What follows belongs to an exercise in optimizing a design on an open flow for small area; a production flow would make more cautious choices. In this exercise RTL edits were held to simulation tests only and were not proved equivalent to the original. Power figures rest on the tool's default switching activity, not on a simulated workload.

==> design.v <==
module icsp_phy (
    input  wire        clk,
    input  wire        rst,
    input  wire        start,
    input  wire [2:0]  op,         
    input  wire        int_op,     
    input  wire        sel,        
    input  wire        ld,         
    input  wire [21:0] ld_val,
    output reg         done,       
    output wire [15:0] frame,      
    input  wire        dat_i,
    output wire [1:0]  rst_lvl,
    output reg         pwr,
    output reg         dat_o,
    output reg         dat_oe,
    output reg         clk_o,
    output reg         clk_oe
);
    localparam [2:0] OP_ENTER  = 3'd0,
                     OP_EXIT   = 3'd1,
                     OP_CMD    = 3'd2,
                     OP_SIMPLE = 3'd3,
                     OP_WRITE  = 3'd4,
                     OP_READ   = 3'd5;
    localparam [2:0] P_IDLE  = 3'd0,
                     P_PM    = 3'd1,    
                     P_BIT   = 3'd2,    
                     P_INTER = 3'd3,    
                     P_RDPRE = 3'd4,    
                     P_RDEND = 3'd5;    
    reg [2:0]  pst;
    reg [4:0]  cnt;
    reg [3:0]  bcnt;
    reg [21:0] sh;
    reg        vpp;
    reg        in_data;     
    reg        rx;          
    assign rst_lvl = {vpp, 1'b0};
    assign frame   = sh[15:0];
    wire inter_last = (op == OP_SIMPLE) || in_data || rx;
    wire last_bit = (rx || in_data) ? (bcnt == 4'd15) : (bcnt == 4'd5);
    always @(posedge clk) begin
        if (ld)
            sh <= ld_val;
        else if (pst == P_IDLE && start && int_op)
            sh <= {(sel && op == OP_WRITE) ? 16'h7FFE : 16'h0000, 3'b000,
                   op == OP_SIMPLE || op == OP_READ, op == OP_SIMPLE,
                   op == OP_READ && sel};
        else if (pst == P_BIT && cnt == 5'd3 && rx)
            sh[15:0] <= {dat_i, sh[15:1]};
        else if (pst == P_BIT && cnt == 5'd6 && !rx)
            sh <= sh >> 1;
    end
    always @(posedge clk) begin
        done <= 1'b0;
        if (rst) begin
            pst        <= P_IDLE;
            cnt        <= 5'd0;
            bcnt       <= 4'd0;
            in_data    <= 1'b0;
            rx         <= 1'b0;
            vpp        <= 1'b0;
            pwr        <= 1'b0;
            dat_o      <= 1'b0;
            dat_oe     <= 1'b0;
            clk_o      <= 1'b0;
            clk_oe     <= 1'b0;
        end else begin
            case (pst)
            P_IDLE: begin
                cnt     <= 5'd0;
                bcnt    <= 4'd0;
                in_data <= 1'b0;
                rx      <= 1'b0;
                if (start)
                    pst <= (op == OP_ENTER || op == OP_EXIT) ? P_PM : P_BIT;
            end
            P_PM: begin
                cnt <= cnt + 5'd1;
                case (cnt)
                5'd0: vpp   <= 1'b0;
                5'd1: pwr   <= 1'b0;
                5'd2: dat_o <= 1'b0;
                5'd3: clk_o <= 1'b0;
                default: ;
                endcase
                if (op == OP_ENTER) begin
                    case (cnt)
                    5'd8:  dat_oe <= 1'b1;
                    5'd9:  clk_oe <= 1'b1;
                    5'd10: vpp    <= 1'b1;
                    5'd16: pwr    <= 1'b1;
                    5'd22: begin done <= 1'b1; pst <= P_IDLE; end
                    default: ;
                    endcase
                end else begin
                    case (cnt)
                    5'd4: dat_oe <= 1'b0;
                    5'd5: begin clk_oe <= 1'b0; done <= 1'b1; pst <= P_IDLE; end
                    default: ;
                    endcase
                end
            end
            P_BIT: begin
                cnt <= cnt + 5'd1;
                case (cnt)
                5'd0: clk_o <= 1'b1;
                5'd1: if (!rx) dat_o <= sh[0];
                5'd4: clk_o <= 1'b0;
                5'd6: begin
                    cnt  <= 5'd0;
                    bcnt <= last_bit ? 4'd0 : bcnt + 4'd1;
                    if (last_bit) begin
                        if (rx) begin
                            pst <= P_RDEND;
                        end else if (in_data) begin
                            pst        <= P_INTER;
                        end else begin
                            case (op)
                            OP_CMD: begin
                                done <= 1'b1;
                                pst  <= P_IDLE;
                            end
                            OP_SIMPLE: begin
                                pst        <= P_INTER;
                            end
                            OP_WRITE: begin
                                pst        <= P_INTER;
                            end
                            default: pst <= P_RDPRE;
                            endcase
                        end
                    end
                end
                default: ;
                endcase
            end
            P_INTER: begin
                cnt <= cnt + 5'd1;
                if (cnt == 5'd2) begin
                    cnt <= 5'd0;
                    if (inter_last) begin
                        done <= 1'b1;
                        pst  <= P_IDLE;
                    end else begin
                        if (op == OP_READ) rx <= 1'b1;
                        else                 in_data <= 1'b1;
                        pst <= P_BIT;
                    end
                end
            end
            P_RDPRE: begin
                cnt <= cnt + 5'd1;
                if (cnt == 5'd0)
                    dat_o <= 1'b0;
                else begin
                    dat_oe     <= 1'b0;
                    cnt        <= 5'd0;
                    pst        <= P_INTER;
                end
            end
            P_RDEND: begin
                dat_oe     <= 1'b1;
                pst        <= P_INTER;
            end
            default: pst <= P_IDLE;
            endcase
        end
    end
endmodule
module icsp_core (
    input  wire        clk,
    input  wire        rst,
    input  wire        host_we,
    input  wire [3:0]  host_addr,
    input  wire [31:0] host_wdata,
    output reg  [31:0] host_rdata,
    output wire        busy,
    output wire [1:0]  rst_lvl,
    output wire        pwr,
    output wire        dat_o,
    output wire        dat_oe,
    input  wire        dat_i,
    output wire        clk_o,
    output wire        clk_oe,
    output reg         act,
    output reg  [15:0] reg_idx,
    input  wire        reg_end,
    input  wire [15:0] reg_id,
    input  wire [31:0] reg_prog_size,
    input  wire [31:0] reg_cfg_start,
    input  wire [31:0] reg_cfg_size,
    input  wire [31:0] reg_data_start,
    input  wire [31:0] reg_data_size,
    input  wire [31:0] reg_rsv_words,
    input  wire [15:0] reg_cfg_save,
    input  wire [7:0]  reg_prog_ftype,
    input  wire [7:0]  reg_data_ftype,
    output wire        resp_valid,
    input  wire        resp_ready,
    output wire [31:0] resp_data,
    output wire        resp_last,
    output wire        resp_done
);
    localparam [31:0] DEF_PROG_END   = 32'h0000_07FF;
    localparam [31:0] DEF_CFG_START  = 32'h0000_2000;
    localparam [31:0] DEF_CFG_END    = 32'h0000_2007;
    localparam [31:0] DEF_DATA_START = 32'h0000_2100;
    localparam [31:0] DEF_DATA_END   = 32'h0000_217F;
    localparam [31:0] DEF_RSV_START  = 32'h0000_0800;
    localparam [1:0] M_OFF = 2'd0, M_PROG = 2'd1, M_CFG = 2'd2;
    localparam [2:0] CST_OK = 3'd1, CST_ILLEGAL = 3'd2, CST_IDENT = 3'd3, CST_NOTDET = 3'd4;
    localparam [1:0] DET_IDENT = 2'd1, DET_NOTPRES = 2'd2, DET_UNID = 2'd3;
    localparam [2:0] OP_ENTER = 3'd0, OP_EXIT = 3'd1, OP_CMD = 3'd2,
                     OP_SIMPLE = 3'd3, OP_WRITE = 3'd4, OP_READ = 3'd5;
    localparam [4:0]
        S_IDLE       = 5'd0,
        S_DECODE     = 5'd1,
        S_END        = 5'd2,
        S_RAW_W      = 5'd3,
        S_PM_W       = 5'd4,
        S_SP_START   = 5'd5,
        S_SP_EXIT_W  = 5'd6,
        S_SP_ENTER   = 5'd7,
        S_SP_ENTER_W = 5'd8,
        S_SP_LOAD    = 5'd9,
        S_SP_LOAD_W  = 5'd10,
        S_SP_ADV     = 5'd11,
        S_SP_INC_W   = 5'd12,
        S_SP_READ_W  = 5'd13,
        S_RW_DONE    = 5'd14,
        S_RR_CHECK   = 5'd15,
        S_RR_BEAT    = 5'd16,
        S_RR_ACT     = 5'd17,
        S_RR_DONE    = 5'd18,
        S_DT_EXIT_W  = 5'd19,
        S_DT_CFG     = 5'd20,
        S_DT_STORE   = 5'd21,
        S_DT_EVAL    = 5'd22,
        S_DT_SCAN    = 5'd23,
        S_DT_SCAN_ST = 5'd24,
        S_DT_NP_W    = 5'd25,
        S_LK         = 5'd26,
        S_DT_FIN     = 5'd27,
        S_DT_FIN_W   = 5'd28,
        S_RR_BEAT_V  = 5'd29,       
        S_RR_DONE_V  = 5'd30;       
    reg [1:0]  mode;
    reg [31:0] pc;
    reg [31:0] arg0, arg1;
    reg [15:0] result;
    reg [2:0]  cst;
    reg [1:0]  det;
    reg        dev_valid;       
    reg [31:0] map_prog_end, map_cfg_start, map_cfg_end;    
    reg [31:0] map_data_start, map_data_end, map_rsv_start;
    reg [15:0] map_cfg_save;
    reg [7:0]  map_prog_ftype, map_data_ftype;
    reg [4:0]  state;
    reg [3:0]  op;              
    reg        rsvd_nz;         
    reg        scan;            
    reg [31:0] rr_addr;
    wire       w_nz  = rr_addr[10];
    wire       amb   = rr_addr[9];
    wire [8:0] devid = rr_addr[8:0];
    reg [7:0]  rr_n;            
    wire [4:0] k = rr_n[4:0];
    wire       phy_start;       
    reg [2:0]  phy_op;          
    wire       phy_done;
    wire [15:0] phy_frame;
    wire       phy_int;         
    wire       phy_sel;         
    icsp_phy u_phy (
        .clk     (clk),
        .rst     (rst),
        .start   (phy_start),
        .op      (phy_op),
        .int_op  (phy_int),
        .sel     (phy_sel),
        .ld      (state == S_IDLE && host_we && host_addr == 4'h0),
        .ld_val  ({host_wdata[31:16], host_wdata[9:4]}),
        .done    (phy_done),
        .frame   (phy_frame),
        .dat_i   (dat_i),
        .rst_lvl (rst_lvl),
        .pwr     (pwr),
        .dat_o   (dat_o),
        .dat_oe  (dat_oe),
        .clk_o   (clk_o),
        .clk_oe  (clk_oe)
    );
    assign busy = (state != S_IDLE);
    wire is_er = (op == 4'h8);
    wire is_rw = (op == 4'h9);
    wire is_dt = (op == 4'hA);
    wire is_rr = (op == 4'hB);
    function [32:0] sub32;
        input [31:0] a;
        input [31:0] b;
        input        bi;
        integer i;
        reg br;
        begin
            br = bi;
            for (i = 0; i < 32; i = i + 1) begin
                sub32[i] = a[i] ^ b[i] ^ br;
                br = (~a[i] & b[i]) | (~(a[i] ^ b[i]) & br);
            end
            sub32[32] = br;
        end
    endfunction
    function lt32;
        input [31:0] a;
        input [31:0] b;
        integer i;
        reg br;
        begin
            br = 1'b0;
            for (i = 0; i < 32; i = i + 1)
                br = (a[i] != b[i]) ? b[i] : br;
            lt32 = br;
        end
    endfunction
    function [31:0] inc32;
        input [31:0] a;
        integer i;
        reg c;
        begin
            c = 1'b1;
            for (i = 0; i < 32; i = i + 1) begin
                inc32[i] = a[i] ^ c;
                c = a[i] & c;
            end
        end
    endfunction
    wire [31:0] cls_addr = rr_addr;
    wire        sub_bi   = is_dt && (k[2:0] != 3'd5);
    wire        sub_bz   = is_dt && (k[2:0] == 3'd1 || k[2:0] == 3'd3 || k[2:0] == 3'd4);
    wire [32:0] d_sub = sub32(cls_addr, map_data_start & {32{!sub_bz}}, sub_bi);
    wire [32:0] c_sub = sub32(cls_addr, map_cfg_start, sub_bi);
    wire [31:0] d_off = d_sub[31:0];
    wire [31:0] c_off = c_sub[31:0];
    wire in_data = !d_sub[32] && !lt32(map_data_end, cls_addr);
    wire in_cfg  = !c_sub[32] && !lt32(map_cfg_end, cls_addr);
    wire [2:0] cfg_off = {k[2], k[2] | k[1], k[0]};    
    reg  dom_data, dom_cfg;
    wire dom_sample = (state == S_DECODE) || (state == S_RR_CHECK) ||
                      (state == S_DT_CFG) || (state == S_DT_SCAN);
    always @(posedge clk)
        if (dom_sample) begin
            dom_data <= !is_dt && in_data;
            dom_cfg  <= is_dt ? !scan : (!in_data && in_cfg);
        end
    reg [31:0] sp_off;
    always @(*) begin
        if (is_dt)
            sp_off = scan ? {27'd0, k} : {29'd0, cfg_off};
        else if (dom_data)
            sp_off = d_off;
        else if (dom_cfg)
            sp_off = c_off;
        else
            sp_off = cls_addr;
    end
    wire pc_lt_off = lt32(pc, sp_off);
    wire off_lt_pc = lt32(sp_off, pc);
    wire [15:0] rd_val = {2'b00, phy_frame[14:9] & {6{!dom_data}}, phy_frame[8:1]};
    wire rr_at_end = (rr_addr == arg1);
    assign resp_valid = (state == S_RR_BEAT_V) || (state == S_RR_DONE_V);
    assign resp_done  = (state == S_RR_DONE_V);
    assign resp_data = {16'd0, rd_val & {16{!resp_done}}};
    assign resp_last = !resp_done && ((rr_n == 8'hFF) || rr_at_end);
    wire reg_match = (reg_id[13:5] == devid);
    always @(*) begin
        case (host_addr)
        4'h0: host_rdata = 32'd0;
        4'h1: host_rdata = arg0;
        4'h2: host_rdata = arg1;
        4'h3: host_rdata = {23'd0, act, mode, det, cst, busy};
        4'h4: host_rdata = {16'd0, result};
        4'h5: host_rdata = pc;
        4'h6: host_rdata = {dev_valid, 15'd0, reg_idx & {16{dev_valid}}};
        4'h7: host_rdata = map_prog_end;
        4'h8: host_rdata = map_cfg_start;
        4'h9: host_rdata = map_cfg_end;
        4'hA: host_rdata = map_data_start;
        4'hB: host_rdata = map_data_end;
        4'hC: host_rdata = map_rsv_start;
        4'hD: host_rdata = map_prog_end;
        4'hE: host_rdata = {16'd0, map_cfg_save};
        default: host_rdata = {16'd0, map_data_ftype, map_prog_ftype};
        endcase
    end
    task set_default_map;
        begin
            map_prog_end   <= DEF_PROG_END;
            map_cfg_start  <= DEF_CFG_START;
            map_cfg_end    <= DEF_CFG_END;
            map_data_start <= DEF_DATA_START;
            map_data_end   <= DEF_DATA_END;
            map_rsv_start  <= DEF_RSV_START;
            map_cfg_save   <= 16'd0;
            map_prog_ftype <= 8'd0;
            map_data_ftype <= 8'd0;
        end
    endtask
    always @(*) begin
        case (state)
        S_RAW_W:      phy_op = op[2:0] + 3'd1;      
        S_PM_W:       phy_op = (op == 4'h5) ? OP_ENTER : OP_EXIT;
        S_SP_ENTER_W: phy_op = OP_ENTER;
        S_SP_LOAD_W:  phy_op = OP_WRITE;
        S_SP_INC_W:   phy_op = OP_SIMPLE;
        S_SP_READ_W:  phy_op = OP_READ;
        default:      phy_op = OP_EXIT;
        endcase
    end
    assign phy_int = (state == S_SP_LOAD_W) || (state == S_SP_INC_W) || (state == S_SP_READ_W);
    wire in_wait = (state == S_RAW_W)      || (state == S_PM_W)      ||
                   (state == S_SP_EXIT_W)  || (state == S_SP_ENTER_W) ||
                   (state == S_SP_LOAD_W)  || (state == S_SP_INC_W)  ||
                   (state == S_SP_READ_W)  || (state == S_DT_EXIT_W) ||
                   (state == S_DT_NP_W)    || (state == S_DT_FIN_W);
    assign phy_start = in_wait && !phy_done;
    wire sp_load = is_er || dom_cfg;
    assign phy_sel = (state == S_SP_LOAD_W) ? is_er : dom_data;
    task lk_step;
        begin
            case (k[2:0])
            3'd0: begin      
                rr_addr        <= c_sub[31:0];
                map_cfg_start  <= reg_cfg_start;
            end
            3'd1: begin
                map_cfg_end    <= d_sub[31:0];
                rr_addr        <= reg_data_size;
            end
            3'd2: begin      
                rr_addr        <= d_sub[31:0];
                map_data_start <= reg_rsv_words;
            end
            3'd3: begin
                map_data_end   <= d_sub[31:0];
                rr_addr        <= reg_prog_size;
            end
            3'd4: map_prog_end <= d_sub[31:0];
            3'd5: begin
                map_rsv_start  <= d_sub[31:0];
                map_data_start <= reg_data_start;
            end
            default: ;
            endcase
            if (k[2:0] != 3'd6)
                rr_n <= rr_n + 8'd1;
        end
    endtask
    wire [4:0] ret_state = is_rw ? S_RW_DONE :
                           is_rr ? S_RR_BEAT :
                           is_dt ? (scan ? S_DT_SCAN_ST : S_DT_STORE) : S_END;
    wire sp_read = is_rw | is_rr | is_dt;
    always @(posedge clk) begin
        if (rst) begin
            state      <= S_IDLE;
            mode       <= M_OFF;
            pc         <= 32'd0;
            arg0       <= 32'd0;
            arg1       <= 32'd0;
            result     <= 16'd0;
            cst        <= 3'd0;
            det        <= 2'd0;
            dev_valid  <= 1'b0;
            act        <= 1'b0;
            reg_idx    <= 16'd0;
            op         <= 4'd0;
            set_default_map;
        end else begin
            case (state)
            S_IDLE: begin
                if (host_we) begin
                    case (host_addr)
                    4'h0: begin
                        rr_addr    <= arg0;
                        op         <= host_wdata[3:0];
                        rsvd_nz    <= (host_wdata[15:10] != 6'd0);
                        state      <= S_DECODE;
                    end
                    4'h1: arg0 <= host_wdata;
                    4'h2: arg1 <= host_wdata;
                    default: ;
                    endcase
                end
            end
            S_DECODE: begin
                cst <= CST_OK;
                if (rsvd_nz) begin
                    cst   <= CST_ILLEGAL;
                    state <= S_END;
                end else begin
                    case (op)
                    4'h1, 4'h2, 4'h3, 4'h4: begin
                        if (mode == M_OFF) begin
                            cst   <= CST_ILLEGAL;
                            state <= S_END;
                        end else begin
                            state <= S_RAW_W;
                        end
                    end
                    4'h5: begin
                        if (mode == M_OFF) begin
                            state <= S_PM_W;
                        end else
                            state <= S_END;
                    end
                    4'h6: begin
                        if (mode != M_OFF) begin
                            state <= S_PM_W;
                        end else
                            state <= S_END;
                    end
                    4'h7, 4'h9: state <= S_SP_START;
                    4'h8: begin
                        if (mode != M_OFF) begin
                            state <= S_SP_EXIT_W;
                        end else
                            state <= S_SP_ENTER;
                    end
                    4'hA: begin
                        rr_n <= 8'd0;
                        scan <= 1'b0;
                        if (mode != M_OFF) begin
                            state <= S_DT_EXIT_W;
                        end else
                            state <= S_DT_CFG;
                    end
                    4'hB: begin
                        rr_n    <= 8'd0;
                        state   <= S_RR_CHECK;
                    end
                    default: begin
                        cst   <= CST_ILLEGAL;
                        state <= S_END;
                    end
                    endcase
                end
            end
            S_END: state <= S_IDLE;
            S_RAW_W: begin
                if (phy_done) begin
                    if (op == 4'h4)
                        result <= phy_frame;
                    state <= S_END;
                end
            end
            S_PM_W: begin
                if (phy_done) begin
                    mode  <= (op == 4'h5) ? M_PROG : M_OFF;
                    pc    <= 32'd0;
                    state <= S_END;
                end
            end
            S_SP_START: begin
                if (dom_cfg) begin
                    if (mode == M_OFF) begin
                        state   <= S_SP_ENTER;
                    end else if (mode == M_PROG) begin
                        state <= S_SP_LOAD;
                    end else if (off_lt_pc) begin
                        state <= S_SP_EXIT_W;
                    end else
                        state <= S_SP_ADV;
                end else begin
                    if (mode == M_OFF)
                        state <= S_SP_ENTER;
                    else if (mode != M_PROG || off_lt_pc) begin
                        state <= S_SP_EXIT_W;
                    end else
                        state <= S_SP_ADV;
                end
            end
            S_SP_EXIT_W: begin
                if (phy_done) begin
                    mode  <= M_OFF;
                    pc    <= 32'd0;
                    state <= S_SP_ENTER;
                end
            end
            S_SP_ENTER: begin
                state <= S_SP_ENTER_W;
            end
            S_SP_ENTER_W: begin
                if (phy_done) begin
                    mode  <= M_PROG;
                    pc    <= 32'd0;
                    state <= sp_load ? S_SP_LOAD : S_SP_ADV;
                end
            end
            S_SP_LOAD: begin
                state <= S_SP_LOAD_W;
            end
            S_SP_LOAD_W: begin
                if (phy_done) begin
                    mode  <= M_CFG;
                    pc    <= 32'd0;
                    state <= is_er ? S_END : S_SP_ADV;
                end
            end
            S_SP_ADV: begin
                if (pc_lt_off) begin
                    state <= S_SP_INC_W;
                end else if (sp_read) begin
                    state <= S_SP_READ_W;
                end else
                    state <= ret_state;
            end
            S_SP_INC_W: begin
                if (phy_done) begin
                    pc    <= inc32(pc);
                    state <= S_SP_ADV;
                end
            end
            S_SP_READ_W: begin
                if (phy_done)
                    state <= ret_state;
            end
            S_RW_DONE: begin
                result <= rd_val;
                state  <= S_END;
            end
            S_RR_CHECK: begin
                if (lt32(arg1, rr_addr))
                    state <= S_RR_DONE;
                else
                    state <= S_SP_START;
            end
            S_RR_BEAT: state <= S_RR_BEAT_V;
            S_RR_BEAT_V: begin
                if (resp_ready) begin
                    rr_n  <= rr_n + 8'd1;
                    state <= S_RR_ACT;
                end
            end
            S_RR_ACT: begin
                if (rr_n[4:0] == 5'd0)
                    act <= ~act;
                if (rr_at_end)
                    state <= S_RR_DONE;
                else begin
                    rr_addr <= inc32(rr_addr);
                    state   <= S_RR_CHECK;
                end
            end
            S_RR_DONE: state <= S_RR_DONE_V;
            S_RR_DONE_V: begin
                if (resp_ready)
                    state <= S_END;
            end
            S_DT_EXIT_W: begin
                if (phy_done) begin
                    mode  <= M_OFF;
                    pc    <= 32'd0;
                    state <= S_DT_CFG;
                end
            end
            S_DT_CFG: state <= S_SP_START;
            S_DT_STORE: begin
                if (k == 5'd4) begin
                    rr_addr[9]   <= (rd_val == 16'h0000) || (rd_val == 16'h3FFF);
                    rr_addr[8:0] <= (rd_val == 16'h3FFF) ? 9'd0 : rd_val[13:5];
                end else
                    rr_addr[10] <= ((k != 5'd0) && w_nz) || (rd_val != 16'd0);
                if (k == 5'd5)
                    state <= S_DT_EVAL;
                else begin
                    rr_n  <= rr_n + 8'd1;
                    state <= S_DT_CFG;
                end
            end
            S_DT_EVAL: begin
                reg_idx <= 16'd0;
                if (amb && !w_nz) begin
                    rr_n  <= 8'd0;
                    scan  <= 1'b1;
                    state <= S_DT_SCAN;
                end else
                    state <= S_LK;
            end
            S_DT_SCAN: state <= S_SP_START;
            S_DT_SCAN_ST: begin
                if (rd_val != 16'd0)
                    state <= S_LK;
                else if (k == 5'd15) begin
                    state <= S_DT_NP_W;
                end else begin
                    rr_n  <= rr_n + 8'd1;
                    state <= S_DT_SCAN;
                end
            end
            S_DT_NP_W: begin
                if (phy_done) begin
                    mode      <= M_OFF;
                    pc        <= 32'd0;
                    set_default_map;
                    dev_valid <= 1'b0;
                    det       <= DET_NOTPRES;
                    cst       <= CST_NOTDET;
                    state     <= S_END;
                end
            end
            S_LK: begin
                if (reg_end) begin
                    set_default_map;
                    dev_valid <= 1'b0;
                    det       <= DET_UNID;
                    cst       <= CST_NOTDET;
                    state     <= S_DT_FIN;
                end else if (reg_match) begin
                    map_cfg_start  <= ~reg_cfg_start;
                    map_data_start <= ~reg_data_start;
                    rr_addr        <= reg_cfg_size;
                    rr_n           <= 8'd0;
                    map_cfg_save   <= reg_cfg_save;
                    map_prog_ftype <= reg_prog_ftype;
                    map_data_ftype <= reg_data_ftype;
                    dev_valid      <= 1'b1;
                    det            <= DET_IDENT;
                    cst            <= CST_IDENT;
                    state          <= S_DT_FIN;
                end else
                    reg_idx <= reg_idx + 16'd1;
            end
            S_DT_FIN: begin
                if (det == DET_IDENT) lk_step;
                if (mode != M_OFF) begin
                    state <= S_DT_FIN_W;
                end else
                    state <= S_END;
            end
            S_DT_FIN_W: begin
                if (det == DET_IDENT) lk_step;
                if (phy_done) begin
                    mode  <= M_OFF;
                    pc    <= 32'd0;
                    state <= S_END;
                end
            end
            default: state <= S_IDLE;
            endcase
        end
    end
endmodule
==> flow/run.sh <==
#!/bin/bash
# Layout flow: the standard flow (standard.sh) with these changes:
# - synthesis: ORFS's final ABC mapping runs from flow/abc_area.script (a
#   delay-bounded, area-recovering mapping) instead of the speed script, and
#   adders are left to ABC instead of being mapped to full/half-adder cells.
#   Registers are mapped before ABC, so they match the standard synthesis.
# - every port still gets its own buffer, but a sky130_fd_sc_hd__buf_1;
# - clock tree: clkbuf_8 buffers on clusters of up to 14 sinks, no dummy loads.
set -euo pipefail
W=$(pwd)
export BUFFER_PORTS_ARGS="-buffer_cell sky130_fd_sc_hd__buf_1"
export CTS_ARGS="-sink_clustering_enable -sink_clustering_size 24 -sink_clustering_max_diameter 80 -repair_clock_nets -dont_use_dummy_load -buf_list {sky130_fd_sc_hd__clkbuf_16}"
bash standard.sh SYNTH_SCRIPT="$W/flow/synth_area.tcl" ADDER_MAP_FILE= > "$W/standard.log" 2>&1
==> flow/abc_area.script <==
strash
dch
map -D 6000
strash
dch
map -D 6000
topo
==> flow/synth_area.tcl <==
# The standard flow's synthesis (synth_recipe.tcl, one folder up) with the final ABC
# mapping run from an area-oriented script instead of ORFS's speed script.
# Registers are mapped before ABC runs, so they are the same as the standard flow's.
set here [file dirname [file normalize [info script]]]
set ::area_abc_script [file join $here abc_area.script]
proc abc {args} {
  set i [lsearch -exact $args -script]
  if { $i >= 0 } {
    lset args [expr { $i + 1 }] $::area_abc_script
  }
  puts "area abc: $args"
  yosys abc {*}$args
}
source [file join [file dirname $here] synth_recipe.tcl]
==> standard.sh <==
#!/bin/bash
# synth_recipe.tcl (not shown) runs the flow's synth.tcl, then flattens the netlist and writes it again
# the make line also repeats each setting of config.mk as NAME=value (left out here)
make -C /OpenROAD-flow-scripts/flow DESIGN_CONFIG=/design/flow/config.mk WORK_HOME=/design/flow/orfs CLKGATE_MAP_FILE= SYNTH_SCRIPT=/design/flow/synth_recipe.tcl "${@:-finish}"
==> config.mk <==
export PLATFORM = sky130hd
export DESIGN_NAME = icsp_core
export DESIGN_NICKNAME = icsp_core
export VERILOG_FILES = /design/flow/design.v
export SDC_FILE = /design/flow/constraint.sdc
export NUM_CORES = 4
export LEC_CHECK = 0
export CAP_MARGIN = 20
export CORE_MARGIN = 2
export CORE_UTILIZATION = 50
export SLEW_MARGIN = 20
==> constraint.sdc <==
create_clock -name core_clock -period 10.0 [get_ports {clk}]
set_input_delay 2.0000 -clock core_clock [delete_from_list [all_inputs] [get_ports {clk}]]
set_output_delay 2.0000 -clock core_clock [all_outputs]
set_load 0.01 [all_outputs]
==> flow_summary.ini, run 1 <==
[sta]
hold_viol_final = 0
slew_headroom = 0.1526
final_max_slew_viol_count = 0
max_freq_mhz = 109.5
worst_max_slew_pin_slew_ns = 1.270
fin_tns_setup_ns = 0
setup_viol = 0
final.setup_skew_ns = 0.05231
layout_worst_path_cycle_share = 0.9131
fin_crit_ns = 9.131

[critical_path]
rr_endpoint = state[3]$_SDFFE_PP0P_
crit_fanout = 9
critical_path.most_common_cell = sky130_fd_sc_hd__nand2_1
critical_path.startpoint_type = register
timing.critical_path.slowest_cell_delay_ns = 0.42
critical_path_class = register to register
worst_ep_arrival_time_ns = 9.61
reg2reg_depth = 58
ff2ff_setup_slack_ns = 0.87
critical-path-slowest-cell = sky130_fd_sc_hd__a221oi_1
timing.critical_path.to_type = register
rr_startpoint = op[2]$_SDFFE_PP0P_
critical_path_required_ns = 10.48

[cts]
htreeDepth = 2
cts_buffers = 34
cts.reportedPaths.clkPinSlew_ns = 0.09
cts-root-to-sink-buffers = 3
clock_latency_ns = 0.59
tritoncts = done
root_buffer = sky130_fd_sc_hd__clkbuf_16
cts.sink_count = 457
postCtsHoldBufs = 0

[yosys]
synth.top_cells.by_count = sky130_fd_sc_hd__nor2_1 (740), sky130_fd_sc_hd__nand2_1 (476), sky130_fd_sc_hd__clkinv_1 (467)
synthesis.yosys.warnings = 2
syn_std_cell_area_um2 = 26900
syn_area_per_cell_um2 = 6.894
synth_edf_count = 66
synth_most_common_cell = sky130_fd_sc_hd__nor2_1
syn-instance-count = 3902
ys_async_sr_fraction = 0
synth_largest_type_area_fraction = 0.2910
synthTopCellsByArea = sky130_fd_sc_hd__dfxtp_1 (29%), sky130_fd_sc_hd__nor2_1 (10%), sky130_fd_sc_hd__a21oi_1 (7.8%)
yosys.area.top_type = sky130_fd_sc_hd__dfxtp_1
ffs_latches_synth = 457
ys_dominant_reg_cell = sky130_fd_sc_hd__dfxtp_1
number_of_distinct_library_cells_after_synthesis = 49
synth_seq_area_share = 0.3646

[power]
power.static_leakage_nw = 10.74
cellPowerDensity_nw_per_um2 = 170.8
maximum_ir_drop_on_the_vdd_rail_uv = 116.0

[cells_and_area]
final_nets = 4647
postLayoutCoreUtil = 0.5729
area.growth.synth_to_final_pct = 13.93
layout-drive-gt1-share = 0.05272
fillCellCount = 5408
final-instance-count-excl-fill = 5064

[hold_path]
min_to = map_prog_end[2]$_SDFFE_PP1P_
timing.hold.worst.start = map_prog_end[2]$_SDFFE_PP1P_
hold_path_depth = 2
min-delay-path-class = register to register

[placement]
cell_count_after_placement = 5015
port_buffers = 347
routabilityCongestion = 1.046
place_hpwl_mm = 92.04

[global_routing]
grt_max_degree = 87
first_global_vias = 29420
grt_overall_usage = 0.4535
grt_overflow = 0
wire_length_of_the_first_global_routing_pass_mm = 189.4
grt_antenna_before_repair = 11

[floorplan]
core_region_area_um2 = 53500
effective_utilization_at_floorplan = 0.5029
pin_count = 374
die_height_um = 236.0
dieWidth_um = 236.0
full_die_area_um2 = 55670
fp-row-count = 85

[status]
status = finished clean

[routing]
drt-initial-drc-count = 4172
vias = 32710
wl_per_cell_um = 25.71
wl_mm = 130.2
antenna_left = 0
detail_route.first_pass.iterations = 7
vias_per_cell = 6.458
final_routed_drc_violation_total = 0

[job]
max_cap_violations = 0
cell type report:
type / count / area (um^2) / share of cell area
diodes: 5 / 12.51 / 0.0004082
repair buffers: 429 / 1922 / 0.06270
well taps: 696 / 870.8 / 0.02841
flip-flops and latches: 457 / 9809 / 0.3201
clock buffers: 34 / 850.8 / 0.02776
inverters: 467 / 1770 / 0.05776
multi-input cells: 2976 / 15410 / 0.5029
how the worst max path moves through the flow:
stage                          start                    end  cells after the start
2_1_floorplan     op[2]$_SDFFE_PP0P_  state[1]$_SDFFE_PP0P_                     58
3_3_place_gp   rr_n[0]$_SDFFCE_PN0P_  state[2]$_SDFFE_PP0P_                     60
3_5_place_dp   rr_n[0]$_SDFFCE_PN0P_  state[2]$_SDFFE_PP0P_                     60
4_1_cts        rr_n[0]$_SDFFCE_PN0P_  state[3]$_SDFFE_PP0P_                     60
5_1_grt         rr_addr[1]$_DFFE_PP_  rr_addr[31]$_DFFE_PP_                     58
6_report          op[2]$_SDFFE_PP0P_  state[3]$_SDFFE_PP0P_                     58
registers in the layout, summed over array words and instances, names as in the netlist, 16 cells and up:
name / cells
arg0: 32
arg1: 32
map_cfg_end: 32
map_cfg_start: 32
map_data_end: 32
map_data_start: 32
map_prog_end: 32
map_rsv_start: 32
pc: 32
rr_addr: 32
u_phy.sh: 22
map_cfg_save: 16
reg_idx: 16
result: 16
placed cells by master (no fill, tap or decap), types with 34 or more instances in the layout:
cell type | netlist | routed
sky130_fd_sc_hd__dfxtp_1 | 391 | 391
sky130_fd_sc_hd__nand3_1 | 116 | 115
sky130_fd_sc_hd__o22ai_1 | 93 | 91
sky130_fd_sc_hd__a21oi_1 | 420 | 415
sky130_fd_sc_hd__nand2_1 | 476 | 474
sky130_fd_sc_hd__a221oi_1 | 85 | 85
sky130_fd_sc_hd__nor2_1 | 740 | 717
sky130_fd_sc_hd__buf_1 | 0 | 346
sky130_fd_sc_hd__o21ai_0 | 397 | 395
sky130_fd_sc_hd__clkinv_1 | 467 | 456
sky130_fd_sc_hd__a211oi_1 | 50 | 50
sky130_fd_sc_hd__buf_4 | 20 | 82
sky130_fd_sc_hd__edfxtp_1 | 66 | 66
sky130_fd_sc_hd__nor3_1 | 118 | 116
sky130_fd_sc_hd__o211ai_1 | 37 | 37
sky130_fd_sc_hd__clkbuf_16 | 0 | 34
sky130_fd_sc_hd__nand4_1 | 38 | 38
sky130_fd_sc_hd__xor2_1 | 41 | 41
sky130_fd_sc_hd__a22oi_1 | 121 | 121
critical path, delay by kind of cell, from the launching register on:
kind,cells,cell delay (ns)
AO/OA/AOI/OAI,29,5.12
AND/OR/NAND/NOR,26,2.97
adder cells (fa/ha/maj),1,0.40
flip-flops,1,0.33
buffers and inverters,2,0.22
power by group:
group          internal, W  leakage [nW]  switching, W
clock network     0.000605         0.419      0.000685
registers          0.00202          3.77      0.000163
logic             0.000516          6.56       0.00125
total              0.00314          10.7       0.00210
cells by family after synthesis:
| group | after synthesis | share of synthesized area |
|---|---|---|
| other | 1 | 0.0001394 |
| AOI/OAI and AO/OA | 1366 | 0.3119 |
| muxes | 1 | 0.0003721 |
| buffers and inverters | 487 | 0.07074 |
| adders and majority gates | 1 | 0.0003721 |
| DFF | 457 | 0.3646 |
| and+or+nand+nor | 1525 | 0.2310 |
| xor gates and xnor gates | 64 | 0.02084 |
per-stage QoR:
step | power (W) | hold WS, ns | cell area, um^2 | worst slack (ns)
detailed placement | 0.003876 | 0.4382 | 29660 | 0.6231
floorplan | 0.003234 | 0.4186 | 26970 | 1.054
global route | 0.005431 | 0.4696 | 30640 | -0.01591
finish | 0.005236 | 0.4584 | 30650 | 0.8687
global placement | 0.003878 | 0.4315 | 29660 | 0.8586
CTS | 0.005135 | 0.4556 | 30520 | 0.6075
repair_timing:
| item | 4_1_cts | 5_1_grt |
|---|---|---|
| endpoints found under the setup margin | 0 | 7 |
| gates resized for setup | 0 | 13 |
| endpoints found under the hold margin | 0 | 0 |
| setup buffers | 0 | 10 |
per-layer routing:
| layer | wire length, um | GRT usage | vias to the layer above | share of wire |
|---|---|---|---|---|
| met5 | 24 | 0 | - | 0.00018 |
| met4 | 8339 | 0.2455 | 4 | 0.064 |
| met3 | 18010 | 0.1074 | 444 | 0.14 |
| met2 | 52090 | 0.6474 | 2359 | 0.40 |
| met1 | 51720 | 0.6301 | 15050 | 0.40 |
| li1 | - | - | 14850 | - |
==> run 2: changes to the inputs <==
--- a/flow/run.sh
+++ b/flow/run.sh
@@ -9,5 +9,5 @@
 set -euo pipefail
 W=$(pwd)
 export BUFFER_PORTS_ARGS="-buffer_cell sky130_fd_sc_hd__buf_1"
-export CTS_ARGS="-sink_clustering_enable -sink_clustering_size 24 -sink_clustering_max_diameter 80 -repair_clock_nets -dont_use_dummy_load -buf_list {sky130_fd_sc_hd__clkbuf_16}"
+export CTS_ARGS="-sink_clustering_enable -sink_clustering_size 14 -sink_clustering_max_diameter 60 -repair_clock_nets -dont_use_dummy_load -buf_list {sky130_fd_sc_hd__clkbuf_8}"
 bash standard.sh SYNTH_SCRIPT="$W/flow/synth_area.tcl" ADDER_MAP_FILE= > "$W/standard.log" 2>&1
==> flow_summary.ini, run 2 <==
[yosys]
syn-instance-count = 3902
ys_async_sr_fraction = 0
synth_top_family_by_area = compound AO/OA/AOI/OAI gates
ys_dominant_reg_cell = sky130_fd_sc_hd__dfxtp_1
muxShareOfSynthArea = 0.0003721
synth.top_cells.by_count = sky130_fd_sc_hd__nor2_1 (740), sky130_fd_sc_hd__nand2_1 (476), sky130_fd_sc_hd__clkinv_1 (467)
syn_area_per_cell_um2 = 6.894
synth_edf_count = 66
synth_compound_gate_area_share = 0.3119
post_synthesis_simple_gate_area_fraction = 0.2310
syn_std_cell_area_um2 = 26900
yosys.area_share.adder = 0.0003721
post_synth_xor_area_fraction = 0.02084
synth_most_common_cell = sky130_fd_sc_hd__nor2_1
ffs_latches_synth = 457
number_of_distinct_library_cells_after_synthesis = 49
synth_largest_type_area_fraction = 0.2910
synthesis.yosys.warnings = 2
yosys.area.top_type = sky130_fd_sc_hd__dfxtp_1
synth_seq_area_share = 0.3646
synthTopCellsByArea = sky130_fd_sc_hd__dfxtp_1 (29%), sky130_fd_sc_hd__nor2_1 (10%), sky130_fd_sc_hd__a21oi_1 (7.8%)

[status]
status = finished clean

[floorplan]
fp-row-count = 85
pin_count = 374
effective_utilization_at_floorplan = 0.5029
full_die_area_um2 = 55670
core_region_area_um2 = 53500
dieWidth_um = 236.0
die_height_um = 236.0

[power]
power.static_leakage_nw = 10.66
maximum_ir_drop_on_the_vdd_rail_uv = 128.5
cellPowerDensity_nw_per_um2 = 165.9

[placement]
port_buffers = 347
routabilityCongestion = 1.046
placement.setup.worst_slack_ns = 0.6231
place_hpwl_mm = 92.04

[routing]
wl_mm = 130.8
vias_per_cell = 6.461
detail_route.first_pass.iterations = 9
final_routed_drc_violation_total = 0
wl_per_cell_um = 25.76
vias = 32820
drt-initial-drc-count = 4447
antenna_left = 0

[cells_and_area]
fillCellCount = 5418
final_nets = 4659
layout.cells.most_common_list = sky130_fd_sc_hd__nor2_1 (717), sky130_fd_sc_hd__nand2_1 (474), sky130_fd_sc_hd__clkinv_1 (456), sky130_fd_sc_hd__a21oi_1 (415), sky130_fd_sc_hd__o21ai_0 (395)
layout-drive-gt1-share = 0.05531
mostFrequentLayoutCell = sky130_fd_sc_hd__nor2_1
area.growth.synth_to_final_pct = 13.15

[critical_path]
critical_path_class = register to register
timing.critical_path.to_type = register
critical-path-slowest-cell = sky130_fd_sc_hd__edfxtp_1
startpoint_of_the_worst_setup_timing_path = rr_n[0]$_SDFFCE_PN0P_
worst_ep_arrival_time_ns = 9.66
crit_fanout = 5
timing.critical_path.slowest_cell_delay_ns = 0.44
critical_path.startpoint_type = register
critical_path_required_ns = 10.58
rr_startpoint = rr_n[0]$_SDFFCE_PN0P_

[sta]
slew_headroom = 0.1669
max_freq_mhz = 110.2
setup_repair_after_global_routing_missed_its_margin = no
worst_max_slew_pin_slew_ns = 1.248
setup_slack_ns = 0.9242
setup_viol = 0
final_max_slew_viol_count = 0
fin_crit_ns = 9.076
hold_viol_final = 0
final.setup_skew_ns = 0.07788
fin_tns_setup_ns = 0
layout_worst_path_cycle_share = 0.9076

[global_routing]
grt_max_degree = 87
first_global_vias = 29420
wire_length_of_the_first_global_routing_pass_mm = 190.0
grt_overflow = 0
grt_overall_usage = 0.4549
grt_antenna_before_repair = 9

[cts]
postCtsHoldBufs = 0
cts.reportedPaths.clkPinSlew_ns = 0.09
cts-root-to-sink-buffers = 3
clock_latency_ns = 0.70
cts.sink_count = 457
cts_buffers = 46
root_buffer = sky130_fd_sc_hd__clkbuf_8
htreeDepth = 2
tritoncts = done

[hold_path]
min-delay-path-class = register to register
timing.hold.worst.start = map_prog_end[0]$_SDFFE_PP1P_

[job]
max_cap_violations = 0
## run 2: path summary, 6_finish.rpt
| kind | end | slack, ns | cells past startpoint |
|---|---|---|---|
| worst max-delay path | state[3]$_SDFFE_PP0P_ | 0.92 | 60 |
| worst min-delay path | map_prog_end[0]$_SDFFE_PP1P_ | 0.46 | 2 |
| worst max register to register | state[3]$_SDFFE_PP0P_ | 0.92 | 60 |
| worst min register to register | map_prog_end[0]$_SDFFE_PP1P_ | 0.46 | 2 |
## run 2: timing repair
item,4_1_cts,5_1_grt
setup endpoints to repair,0,7
hold endpoints to repair,0,0
buffers inserted,0,10
gates resized for setup,0,13
## run 2: per-layer routing
| layer | up-vias | track usage | wire length (um) |
|---|---|---|---|
| met1 | 15220 | 0.6235 | 52090 |
| met2 | 2312 | 0.6471 | 52430 |
| met3 | 427 | 0.1243 | 18270 |
| met4 | 6 | 0.2463 | 8018 |
| met5 | - | 0 | 33 |
| li1 | 14850 | - | - |
## run 2: worst max-delay path: cells and delay by family, from the launching register on
kind                     cells  cell delay [ns]
AO/OA/AOI/OAI               31             5.39
adder cells (fa/ha/maj)      1             0.27
buffers and inverters        2             0.28
flip-flops                   1             0.44
AND/OR/NAND/NOR             26             2.62
## run 2: power by group
| group | switching (W) | internal (W) | leakage [nW] |
|---|---|---|---|
| sequential | 0.000163 | 0.00202 | 3.77 |
| combinational | 0.00125 | 0.000516 | 6.56 |
| clock | 0.000696 | 0.000409 | 0.331 |
| total | 0.00211 | 0.00294 | 10.7 |
## run 2: cell families (layout without fill, tap and decap cells)
kind of cell	Yosys count	after routing
AOI/OAI and AO/OA	1366	1366
xor gates and xnor gates	64	64
adders and majority gates	1	1
buffers and inverters	487	942
DFF	457	457
muxes	1	1
other	1	27
and+or+nand+nor	1525	1525
## run 2: area by class of cell
cell class | instances | area [um^2] | area share
diodes | 8 | 20.02 | 0.0006577
clock buffers | 46 | 633.1 | 0.02080
inverters | 467 | 1770 | 0.05816
multi-input cells | 2976 | 15410 | 0.5064
flip-flops and latches | 457 | 9809 | 0.3223
well taps | 696 | 870.8 | 0.02861
repair buffers | 429 | 1922 | 0.06314
## run 2: stage by stage
step | instances | power [W] | instance area, um^2 | util | hold WS, ns
2_1_floorplan | 3920 | 0.003234 | 26970 | - | 0.4186
3_3_place_gp | 5015 | 0.003878 | 29660 | 0.5545 | 0.4315
3_5_place_dp | 5015 | 0.003876 | 29660 | 0.5545 | 0.4382
4_1_cts | 5061 | 0.004938 | 30300 | 0.5664 | 0.4553
5_1_grt | 5073 | 0.005241 | 30420 | 0.5687 | 0.4693
6_report | 5079 | 0.005049 | 30440 | 0.5690 | 0.4556
==> run 3: changes to the inputs <==
--- a/config.mk
+++ b/config.mk
@@ -5,7 +5,8 @@
 export SDC_FILE = /design/flow/constraint.sdc
 export NUM_CORES = 4
 export LEC_CHECK = 0
-export CAP_MARGIN = 20
+export CAP_MARGIN = 10
 export CORE_MARGIN = 2
 export CORE_UTILIZATION = 50
-export SLEW_MARGIN = 20
+export GPL_TIMING_DRIVEN = 0
+export SLEW_MARGIN = 10
==> flow_summary.ini, run 3 <==
[hold_path]
hold_path_depth = 2
min-delay-path-class = register to register

[floorplan]
core_region_area_um2 = 53500
pin_count = 374
dieWidth_um = 236.0
full_die_area_um2 = 55670
fp-row-count = 85
effective_utilization_at_floorplan = 0.5029
die_height_um = 236.0

[sta]
final_max_slew_viol_count = 0
layout_worst_path_cycle_share = 0.9380
fin_tns_setup_ns = 0
hold_viol_final = 0
setup_viol = 0
fin_crit_ns = 9.380
max_freq_mhz = 106.6
slew_headroom = 0.1004
worst_max_slew_pin_slew_ns = 1.344
final.setup_skew_ns = 0.09773

[global_routing]
grt_max_degree = 126
first_global_vias = 29010
grt_overflow = 0
grt_antenna_before_repair = 7
grt_overall_usage = 0.4434
wire_length_of_the_first_global_routing_pass_mm = 185.7

[power]
p_sw_w = 0.002111
clkPwrFrac = 0.218
maximum_ir_drop_on_the_vdd_rail_uv = 123.7
power.sequential.fraction = 0.429
swShare = 0.4129
power_report.internal_total_w = 0.003002
combinationalPowerShare = 0.352
cellPowerDensity_nw_per_um2 = 163.3
power.static_leakage_nw = 10.97

[yosys]
ys_dominant_reg_cell = sky130_fd_sc_hd__dfxtp_1
syn-instance-count = 3902
number_of_distinct_library_cells_after_synthesis = 49
synthesis.yosys.warnings = 2
syn_std_cell_area_um2 = 26900
synthTopCellsByArea = sky130_fd_sc_hd__dfxtp_1 (29%), sky130_fd_sc_hd__nor2_1 (10%), sky130_fd_sc_hd__a21oi_1 (7.8%)
ffs_latches_synth = 457
synth_most_common_cell = sky130_fd_sc_hd__nor2_1
yosys.area.top_type = sky130_fd_sc_hd__dfxtp_1
synth_seq_area_share = 0.3646
syn_area_per_cell_um2 = 6.894
ys_async_sr_fraction = 0
synth.top_cells.by_count = sky130_fd_sc_hd__nor2_1 (740), sky130_fd_sc_hd__nand2_1 (476), sky130_fd_sc_hd__clkinv_1 (467)
synth_edf_count = 66
synth_largest_type_area_fraction = 0.2910

[cells_and_area]
layout.cells.most_common_list = sky130_fd_sc_hd__nor2_1 (707), sky130_fd_sc_hd__nand2_1 (474), sky130_fd_sc_hd__clkinv_1 (446), sky130_fd_sc_hd__a21oi_1 (414), sky130_fd_sc_hd__o21ai_0 (394)
final_nets = 4665
postLayoutCoreUtil = 0.5852
layout-drive-gt1-share = 0.06209
area.growth.synth_to_final_pct = 16.38
mostFrequentLayoutCell = sky130_fd_sc_hd__nor2_1
final-instance-count-excl-fill = 5080
fillCellCount = 5429

[routing]
drt-initial-drc-count = 4521
detail_route.first_pass.iterations = 6
wl_mm = 128.4
final_routed_drc_violation_total = 0
vias_per_cell = 6.433
wl_per_cell_um = 25.28
vias = 32680
antenna_left = 0

[placement]
port_buffers = 347
place_hpwl_mm = 93.64
cell_count_after_placement = 5013
routabilityCongestion = 1.019

[cts]
cts_buffers = 47
cts-root-to-sink-buffers = 3
htreeDepth = 2
cts.reportedPaths.clkPinSlew_ns = 0.10
root_buffer = sky130_fd_sc_hd__clkbuf_8
postCtsHoldBufs = 0
tritoncts = done
clock_latency_ns = 0.73
cts.sink_count = 457

[critical_path]
timing.critical_path.slowest_cell_delay_ns = 0.51
crit_fanout = 16
critical_path_required_ns = 10.56
critical_path.most_common_cell = sky130_fd_sc_hd__nand2_1
reg2reg_depth = 60
critical_path_class = register to register
timing.critical_path.to_type = register
critical_path.startpoint_type = register
worst_ep_arrival_time_ns = 9.94
critical-path-slowest-cell = sky130_fd_sc_hd__edfxtp_1

[job]
max_cap_violations = 0

[status]
status = finished clean
==> run 3: changes by cell type in the layout (fill, tap and decap cells not counted), sizes merged <==
| cell | before | now |
|---|---|---|
| buf | 428 | 434 |
| clkinv | 457 | 461 |
| inv | 7 | 3 |
| diode | 8 | 3 |
==> run 3: metal layers <==
metal / vias up / part of all wire / track usage
met2: 2280 / 0.41 / 0.6436
met4: 8 / 0.057 / 0.2127
met5: - / 0.00036 / 0
met1: 15110 / 0.40 / 0.6059
li1: 14880 / - / -
met3: 400 / 0.14 / 0.1235
==> run 3: metrics by stage <==
stage / hold slack, ns / setup slack [ns] / power [W] / cell area (um^2)
3_5_place_dp: 0.4375 / -0.3004 / 0.003921 / 30440
6_report: 0.4563 / 0.6195 / 0.005113 / 31310
4_1_cts: 0.4564 / 0.02664 / 0.004993 / 31090
2_1_floorplan: 0.4186 / 1.054 / 0.003234 / 26970
3_3_place_gp: 0.4323 / -10.42 / 0.003847 / 29140
5_1_grt: 0.4727 / -0.08969 / 0.005304 / 31310
==> run 3: power groups by stage <==
| stage | clock network [W] | logic, W | registers, W |
|---|---|---|---|
| finish | 0.00112 | 0.00180 | 0.00219 |
| global route | 0.00117 | 0.00193 | 0.00221 |
| CTS | 0.00110 | 0.00170 | 0.00218 |
| detailed placement | 0 | 0.00170 | 0.00222 |
| global placement | 0 | 0.00159 | 0.00225 |
| floorplan | 0 | 0.00106 | 0.00218 |
==> run 3: worst max-delay path: cells and delay by family, from the launching register on <==
| kind | cells | cell delay [ns] |
|---|---|---|
| AO/OA/AOI/OAI | 31 | 5.40 |
| AND/OR/NAND/NOR | 26 | 2.83 |
| flip-flops | 1 | 0.51 |
| adder cells (fa/ha/maj) | 1 | 0.27 |
| buffers and inverters | 2 | 0.21 |
==> run 3: path summary, 6_finish.rpt <==
kind                                startpoint                           end  slack (ns)
setup / recovery         rr_n[0]$_SDFFCE_PN0P_         state[2]$_SDFFE_PP0P_        0.62
hold / removal    map_prog_end[1]$_SDFFE_PP1P_  map_prog_end[1]$_SDFFE_PP1P_        0.46
setup reg to reg         rr_n[0]$_SDFFCE_PN0P_         state[2]$_SDFFE_PP0P_        0.62
hold reg to reg   map_prog_end[1]$_SDFFE_PP1P_  map_prog_end[1]$_SDFFE_PP1P_        0.46
==> run 3: cell type report <==
| cell class | instances | area [um^2] | area share |
|---|---|---|---|
| Timing Repair Buffer | 414 | 2462 | 0.07865 |
| Buffer | 20 | 150.1 | 0.004796 |
| Sequential cell | 457 | 9809 | 0.3133 |
| Tap cell | 696 | 870.8 | 0.02782 |
| Multi-Input combinational cell | 2976 | 15560 | 0.4971 |
| Antenna cell | 3 | 7.507 | 0.0002398 |
| Clock buffer | 47 | 646.9 | 0.02066 |
| Inverter | 467 | 1798 | 0.05743 |
==> run 3: repair_timing <==
| item | 4_1_cts | 5_1_grt |
|---|---|---|
| setup endpoints to repair | 4 | 13 |
| pin swaps | 0 | 3 |
| setup buffers | 0 | 17 |
| gates resized for setup | 2 | 26 |
==> run 3: cell families (layout without fill, tap and decap cells) <==
logic type / count (synthesis) / after routing / synth area share
compound gates: 1366 / 1366 / 0.3119
xor+xnor: 64 / 64 / 0.02084
fa+ha+maj: 1 / 1 / 0.0003721
buf+inv: 487 / 948 / 0.07074
flops: 457 / 457 / 0.3646
mux: 1 / 1 / 0.0003721
other cells: 1 / 22 / 0.0001394
simple gates: 1525 / 1525 / 0.2310
==> run 4: changes to the inputs <==
==> flow/abc_area.script (replaced) <==
strash
dch
map -D 7000
strash
dch
map -D 7000
topo
==> config.mk (replaced) <==
export PLATFORM = sky130hd
export DESIGN_NAME = icsp_core
export DESIGN_NICKNAME = icsp_core
export VERILOG_FILES = /design/flow/design.v
export SDC_FILE = /design/flow/constraint.sdc
export NUM_CORES = 4
export LEC_CHECK = 0
export CAP_MARGIN = 20
export CORE_MARGIN = 2
export CORE_UTILIZATION = 55
export SLEW_MARGIN = 20
==> flow_summary.ini, run 4 <==
[power]
maximum_ir_drop_on_the_vdd_rail_uv = 121.3
cellPowerDensity_nw_per_um2 = 165.8
fin_total_pwr_w = 0.005043
power.static_leakage_nw = 10.39

[placement]
place_hpwl_mm = 90.03
port_buffers = 347
placement.setup.worst_slack_ns = 0.09890
routabilityCongestion = 1.102
cell_count_after_placement = 4895

[yosys]
synth_most_common_cell = sky130_fd_sc_hd__nor2_1
ys_async_sr_fraction = 0
synth_seq_area_share = 0.3675
syn_std_cell_area_um2 = 26690
ffs_latches_synth = 457
muxShareOfSynthArea = 0
yosys.area.top_type = sky130_fd_sc_hd__dfxtp_1
ys_dominant_reg_cell = sky130_fd_sc_hd__dfxtp_1
synthesis.yosys.warnings = 2
synth_largest_type_area_fraction = 0.2933
post_synthesis_simple_gate_area_fraction = 0.2207
syn_area_per_cell_um2 = 6.972
yosys.area_share.adder = 0.001125
syn-instance-count = 3828
synth.top_cells.by_count = sky130_fd_sc_hd__nor2_1 (702), sky130_fd_sc_hd__clkinv_1 (459), sky130_fd_sc_hd__a21oi_1 (441)
synthTopCellsByArea = sky130_fd_sc_hd__dfxtp_1 (29%), sky130_fd_sc_hd__nor2_1 (9.9%), sky130_fd_sc_hd__a21oi_1 (8.3%)
synth_edf_count = 66
number_of_distinct_library_cells_after_synthesis = 49
synth_top_family_by_area = compound AO/OA/AOI/OAI gates
post_synth_xor_area_fraction = 0.02625
synth_compound_gate_area_share = 0.3141

[sta]
layout_worst_path_cycle_share = 0.9250
worst_max_slew_pin_slew_ns = 1.285
hold_viol_final = 0
slew_headroom = 0.1416
hold_slack_ns = 0.4550
fin_crit_ns = 9.250
final.setup_skew_ns = 0.04064
final_max_slew_viol_count = 0
max_freq_mhz = 108.1
setup_slack_ns = 0.7504
setup_viol = 0
setup_repair_after_global_routing_missed_its_margin = yes

[cts]
cts-root-to-sink-buffers = 3
cts.sink_count = 457
tritoncts = done
htreeDepth = 2
clock_latency_ns = 0.69
postCtsHoldBufs = 0
root_buffer = sky130_fd_sc_hd__clkbuf_8
cts.reportedPaths.clkPinSlew_ns = 0.10
cts_buffers = 44

[floorplan]
pin_count = 374
core_region_area_um2 = 47850
effective_utilization_at_floorplan = 0.5578
full_die_area_um2 = 50300
dieWidth_um = 224.3
fp-row-count = 80
die_height_um = 224.3

[critical_path]
timing.critical_path.to_type = register
cp_num_cells = 64
critical-path-slowest-cell = sky130_fd_sc_hd__edfxtp_1
reg2reg_depth = 64
critical_path.most_common_cell = sky130_fd_sc_hd__nor2_1
ff2ff_setup_slack_ns = 0.75
critical_path.startpoint_type = register
timing.critical_path.buf_inv = 3
timing.critical_path.slowest_cell_delay_ns = 0.39
critical_path_class = register to register
worst_path_dominant_cell_family = simple AND/OR/NAND/NOR gates
crit_fanout = 6
critical_path_required_ns = 10.57
worst_ep_arrival_time_ns = 9.82

[routing]
wl_per_cell_um = 26.12
detail_route.first_pass.iterations = 9
vias_per_cell = 6.705
final_routed_drc_violation_total = 0
drt-initial-drc-count = 5281
vias = 33190
antenna_left = 0
wl_mm = 129.3

[job]
max_cap_violations = 0

[global_routing]
grt_max_degree = 109
first_global_vias = 29690
grt_antenna_before_repair = 5
grt_overall_usage = 0.4982
wire_length_of_the_first_global_routing_pass_mm = 187.0
grt_overflow = 0

[hold_path]
hold_path_depth = 2
min-delay-path-class = register to register

[cells_and_area]
final_nets = 4614
layout.cells.most_common_list = sky130_fd_sc_hd__nor2_1 (674), sky130_fd_sc_hd__clkinv_1 (450), sky130_fd_sc_hd__a21oi_1 (428), sky130_fd_sc_hd__nand2_1 (418), sky130_fd_sc_hd__o21ai_0 (401)
area.growth.synth_to_final_pct = 13.98
fillCellCount = 4674
postLayoutCoreUtil = 0.6358
multi_input_comb_area_um2 = 15320
final-instance-count-excl-fill = 4950
layout-drive-gt1-share = 0.06420
mostFrequentLayoutCell = sky130_fd_sc_hd__nor2_1
area.sequential_um2 = 9809

[status]
status = finished clean
## run 4: cell types whose count changed in the layout (fill, tap and decap cells not counted), sizes merged, moves of 14 or more
cell	change
o21ai	+14
o211ai	-14
nand2	-56
nor3	+33
a21oi	+21
nand3	-31
buf	+25
a21o	-17
nor2	-38
## run 4: per-stage QoR
step	area [um^2]	setup TNS (ns)
finish	30420	0
global route	30410	-0.08487
CTS	30250	0
detailed placement	29640	0
global placement	29640	0
floorplan	26760	0
## run 4: worst paths after layout
kind,start,to
worst max-delay path,rr_n[1]$_SDFFCE_PN0P_,state[0]$_SDFFE_PP0P_
worst min-delay path,map_prog_end[2]$_SDFFE_PP1P_,map_prog_end[2]$_SDFFE_PP1P_
worst max register to register,rr_n[1]$_SDFFCE_PN0P_,state[0]$_SDFFE_PP0P_
worst min register to register,map_prog_end[2]$_SDFFE_PP1P_,map_prog_end[2]$_SDFFE_PP1P_
## run 4: where the power goes
group          internal, W  leakage (nW)  switching (W)  total, W
Combinational     0.000536          6.31        0.00125   0.00179
Clock             0.000393         0.316       0.000679   0.00107
Sequential         0.00202          3.77       0.000164   0.00218
## run 4: tightest hold or removal path: stages, from the launching register on
cell and delay [ns]:
sky130_fd_sc_hd__dfxtp_1 0.32, sky130_fd_sc_hd__nand2_1 0.06, sky130_fd_sc_hd__nand2_1 0.04
## run 4: metal layers
metal / GRT usage / routed length, um / part of all wire
met4: 0.2942 / 9902 / 0.077
met5: 0 / 42 / 0.00032
met3: 0.1504 / 20840 / 0.16
met1: 0.6662 / 47690 / 0.37
met2: 0.7087 / 50830 / 0.39
## run 4: cell type report
class	instances	area share
Multi-Input combinational cell	2910	0.5038
Sequential cell	457	0.3225
Timing Repair Buffer	460	0.07124
Inverter	459	0.05692
Tap cell	615	0.02530
Clock buffer	44	0.01991
Antenna cell	5	0.0004113
## run 4: repair_timing
item                                    4_1_cts  5_1_grt
gates resized for setup                       0       43
buffers inserted                              0        6
endpoints found under the setup margin        0       16
## run 4: kinds of logic after synthesis
logic type                 count (synthesis)
other                                      1
and+or+nand+nor                         1435
buffers and inverters                    479
AOI/OAI and AO/OA                       1373
adders and majority gates                  3
DFF                                      457
xor gates and xnor gates                  80
==> run 5: changes to the inputs <==
==> flow/abc_area.script (replaced) <==
strash
dch
map -D 6500
strash
dch
map -D 6500
topo
==> flow_summary.ini, run 5 <==
[floorplan]
full_die_area_um2 = 50310
die_height_um = 224.3
pin_count = 374
dieWidth_um = 224.3
fp-row-count = 80
effective_utilization_at_floorplan = 0.5579
core_region_area_um2 = 47850

[routing]
drt-initial-drc-count = 5409
vias_per_cell = 6.623
final_routed_drc_violation_total = 0
vias = 32670
detail_route.first_pass.iterations = 7
antenna_left = 0
wl_mm = 125.1
wl_per_cell_um = 25.36

[cts]
postCtsHoldBufs = 0
tritoncts = done
cts-root-to-sink-buffers = 3
cts.reportedPaths.clkPinSlew_ns = 0.07
root_buffer = sky130_fd_sc_hd__clkbuf_8
clock_latency_ns = 0.69
htreeDepth = 2
cts.sink_count = 457
cts_buffers = 45

[global_routing]
grt_antenna_before_repair = 10
grt_overall_usage = 0.4799
first_global_vias = 28860
grt_max_degree = 109
grt_overflow = 0
wire_length_of_the_first_global_routing_pass_mm = 180.7

[critical_path]
critical_path_class = register to register
critical-path-slowest-cell = sky130_fd_sc_hd__dfxtp_1
critical_path.most_common_cell = sky130_fd_sc_hd__nor2_1
worst_ep_arrival_time_ns = 9.73
timing.critical_path.slowest_cell_delay_ns = 0.34
critical_path_required_ns = 10.50
timing.critical_path.to_type = register
critical_path.startpoint_type = register
crit_fanout = 24

[cells_and_area]
layout-drive-gt1-share = 0.05634
multi_input_comb_area_um2 = 15300
area.sequential_um2 = 9811
layout.cells.most_common_list = sky130_fd_sc_hd__nor2_1 (704), sky130_fd_sc_hd__clkinv_1 (436), sky130_fd_sc_hd__nand2_1 (428), sky130_fd_sc_hd__o21ai_0 (418), sky130_fd_sc_hd__a21oi_1 (396)
fillCellCount = 4656
postLayoutCoreUtil = 0.6308
final-instance-count-excl-fill = 4932
area.growth.synth_to_final_pct = 13.06
final_nets = 4597
mostFrequentLayoutCell = sky130_fd_sc_hd__nor2_1

[yosys]
ys_async_sr_fraction = 0
syn-instance-count = 3836
synth.top_cells.by_count = sky130_fd_sc_hd__nor2_1 (723), sky130_fd_sc_hd__clkinv_1 (445), sky130_fd_sc_hd__nand2_1 (429)
synthesis.yosys.warnings = 2
synth_largest_type_area_fraction = 0.2932
ffs_latches_synth = 457
synth_edf_count = 66
synth_most_common_cell = sky130_fd_sc_hd__nor2_1
syn_area_per_cell_um2 = 6.959
ys_dominant_reg_cell = sky130_fd_sc_hd__dfxtp_1
synth_seq_area_share = 0.3675
number_of_distinct_library_cells_after_synthesis = 48
syn_std_cell_area_um2 = 26690
yosys.area.top_type = sky130_fd_sc_hd__dfxtp_1
synthTopCellsByArea = sky130_fd_sc_hd__dfxtp_1 (29%), sky130_fd_sc_hd__nor2_1 (10%), sky130_fd_sc_hd__o21ai_0 (8.0%)

[sta]
max_freq_mhz = 108.4
final_max_slew_viol_count = 0
final.setup_skew_ns = 0.06082
layout_worst_path_cycle_share = 0.9226
hold_viol_final = 0
setup_viol = 0
worst_max_slew_pin_slew_ns = 1.255
slew_headroom = 0.1602
fin_crit_ns = 9.226

[placement]
port_buffers = 347
routabilityCongestion = 1.048
cell_count_after_placement = 4875
place_hpwl_mm = 87.54

[power]
power.static_leakage_nw = 10.23
cellPowerDensity_nw_per_um2 = 164.2
maximum_ir_drop_on_the_vdd_rail_uv = 133.5

[status]
status = finished clean

[job]
max_cap_violations = 0

[hold_path]
min-delay-path-class = register to register
-- run 5: changes by cell type after synthesis, sizes merged, moves of 9 or more --
cell,change
a22oi,+15
clkinv,-14
xnor2,+21
o2111ai,-15
nand3,+13
a211oi,-11
a21oi,-34
nor2,+21
o211ai,+9
o21ai,+15
xor2,-18
nand2,+9
-- run 5: area by class of cell --
class / instances / share of cell area
Antenna cell: 4 / 0.0003316
Clock buffer: 45 / 0.02052
Inverter: 445 / 0.05576
Multi-Input combinational cell: 2932 / 0.5070
Sequential cell: 457 / 0.3251
Tap cell: 615 / 0.02550
Timing Repair Buffer: 434 / 0.06579
-- run 5: layer usage --
metal,GRT usage,vias up,share of wire
met5,0,-,0.00046
met1,0.6392,14860,0.37
met4,0.2745,10,0.068
met3,0.1389,550,0.15
li1,-,14640,-
met2,0.6940,2614,0.40
-- run 5: worst paths after layout --
path / from / end / slack (ns) / depth (start not counted)
min reg2reg: map_rsv_start[12]$_SDFFE_PP0P_ / map_rsv_start[12]$_SDFFE_PP0P_ / 0.45 / 2
max reg2reg: op[3]$_SDFFE_PP0P_ / state[2]$_SDFFE_PP0P_ / 0.77 / 59
min: map_rsv_start[12]$_SDFFE_PP0P_ / map_rsv_start[12]$_SDFFE_PP0P_ / 0.45 / 2
max: op[3]$_SDFFE_PP0P_ / state[2]$_SDFFE_PP0P_ / 0.77 / 59
-- run 5: logic make-up after synthesis --
logic type	after synthesis	share of synthesized area
flip-flops	457	0.3675
AND/OR/NAND/NOR	1475	0.2270
AO/OA/AOI/OAI	1351	0.3085
buffers and inverters	465	0.06820
XOR/XNOR	83	0.02723
other	1	0.0001405
adder cells (fa/ha/maj)	4	0.001500
-- run 5: critical path: cells and delay by family, from the launching register on --
family,cells,cell delay (ns)
DFF,1,0.34
and+or+nand+nor,33,3.94
AOI/OAI and AO/OA,22,4.08
buffers and inverters,4,0.70
-- run 5: what timing repair did --
| action | CTS | global route |
|---|---|---|
| buffers inserted | 0 | 7 |
| gates resized for setup | 0 | 36 |
| setup endpoints to repair | 0 | 8 |
-- run 5: power by group --
part           total (W)  switching [W]  internal, W
sequential       0.00218       0.000163      0.00202
combinational    0.00171        0.00120     0.000512
clock            0.00107       0.000669     0.000401
total            0.00496        0.00203      0.00293
-- run 5: metrics by stage --
stage                     setup WS [ns]  hold slack, ns  setup TNS [ns]  power, W  cell area [um^2]
after floorplan                  0.5146          0.4170               0  0.003203             26760
after global placement           0.6606          0.4273               0  0.003813             29390
after detailed placement         0.5611          0.4331               0  0.003813             29400
after CTS                        0.4826          0.4430               0  0.004842             30020
after global routing          -0.004137          0.4702       -0.004137  0.005127             30170
final                            0.7737          0.4455               0  0.004956             30180

port drivers added, routing unchanged:
Ports are ideal in the flow. The routed layouts listed here were re-timed in OpenROAD. Step 1: set_driving_cell puts a clkbuf_16 on clk and a buf_2 on each other input, an assumption about the parent block. Step 2 times the ports against the registers' clock, not the clock port: input delays grow and output delays shrink by t, the midpoint of the rising clock arrivals with the driver on. a / b / c = no drivers / after step 1 / after step 2; a / b = the first two.
run | t, ns | setup WS [ns] | hold WS [ns] | clock arrival spread, ns | worst data-port slew with drivers (ns)
run 1 | 0.632 | 0.869 / 0.869 / 0.869 | 0.458 / 0.458 / 0.458 | 0.053 / 0.052 | 0.13
run 2 | 0.724 | 0.924 / 0.924 / 0.924 | 0.456 / 0.456 / 0.456 | 0.079 / 0.078 | 0.12
run 3 | 0.748 | 0.620 / 0.620 / 0.620 | 0.456 / 0.456 / 0.456 | 0.097 / 0.098 | 0.13
run 4 | 0.732 | 0.750 / 0.750 / 0.750 | 0.455 / 0.455 / 0.455 | 0.040 / 0.041 | 0.08
run 5 | 0.722 | 0.774 / 0.774 / 0.774 | 0.445 / 0.445 / 0.445 | 0.069 / 0.069 | 0.12
After both steps every run listed still meets setup and hold.
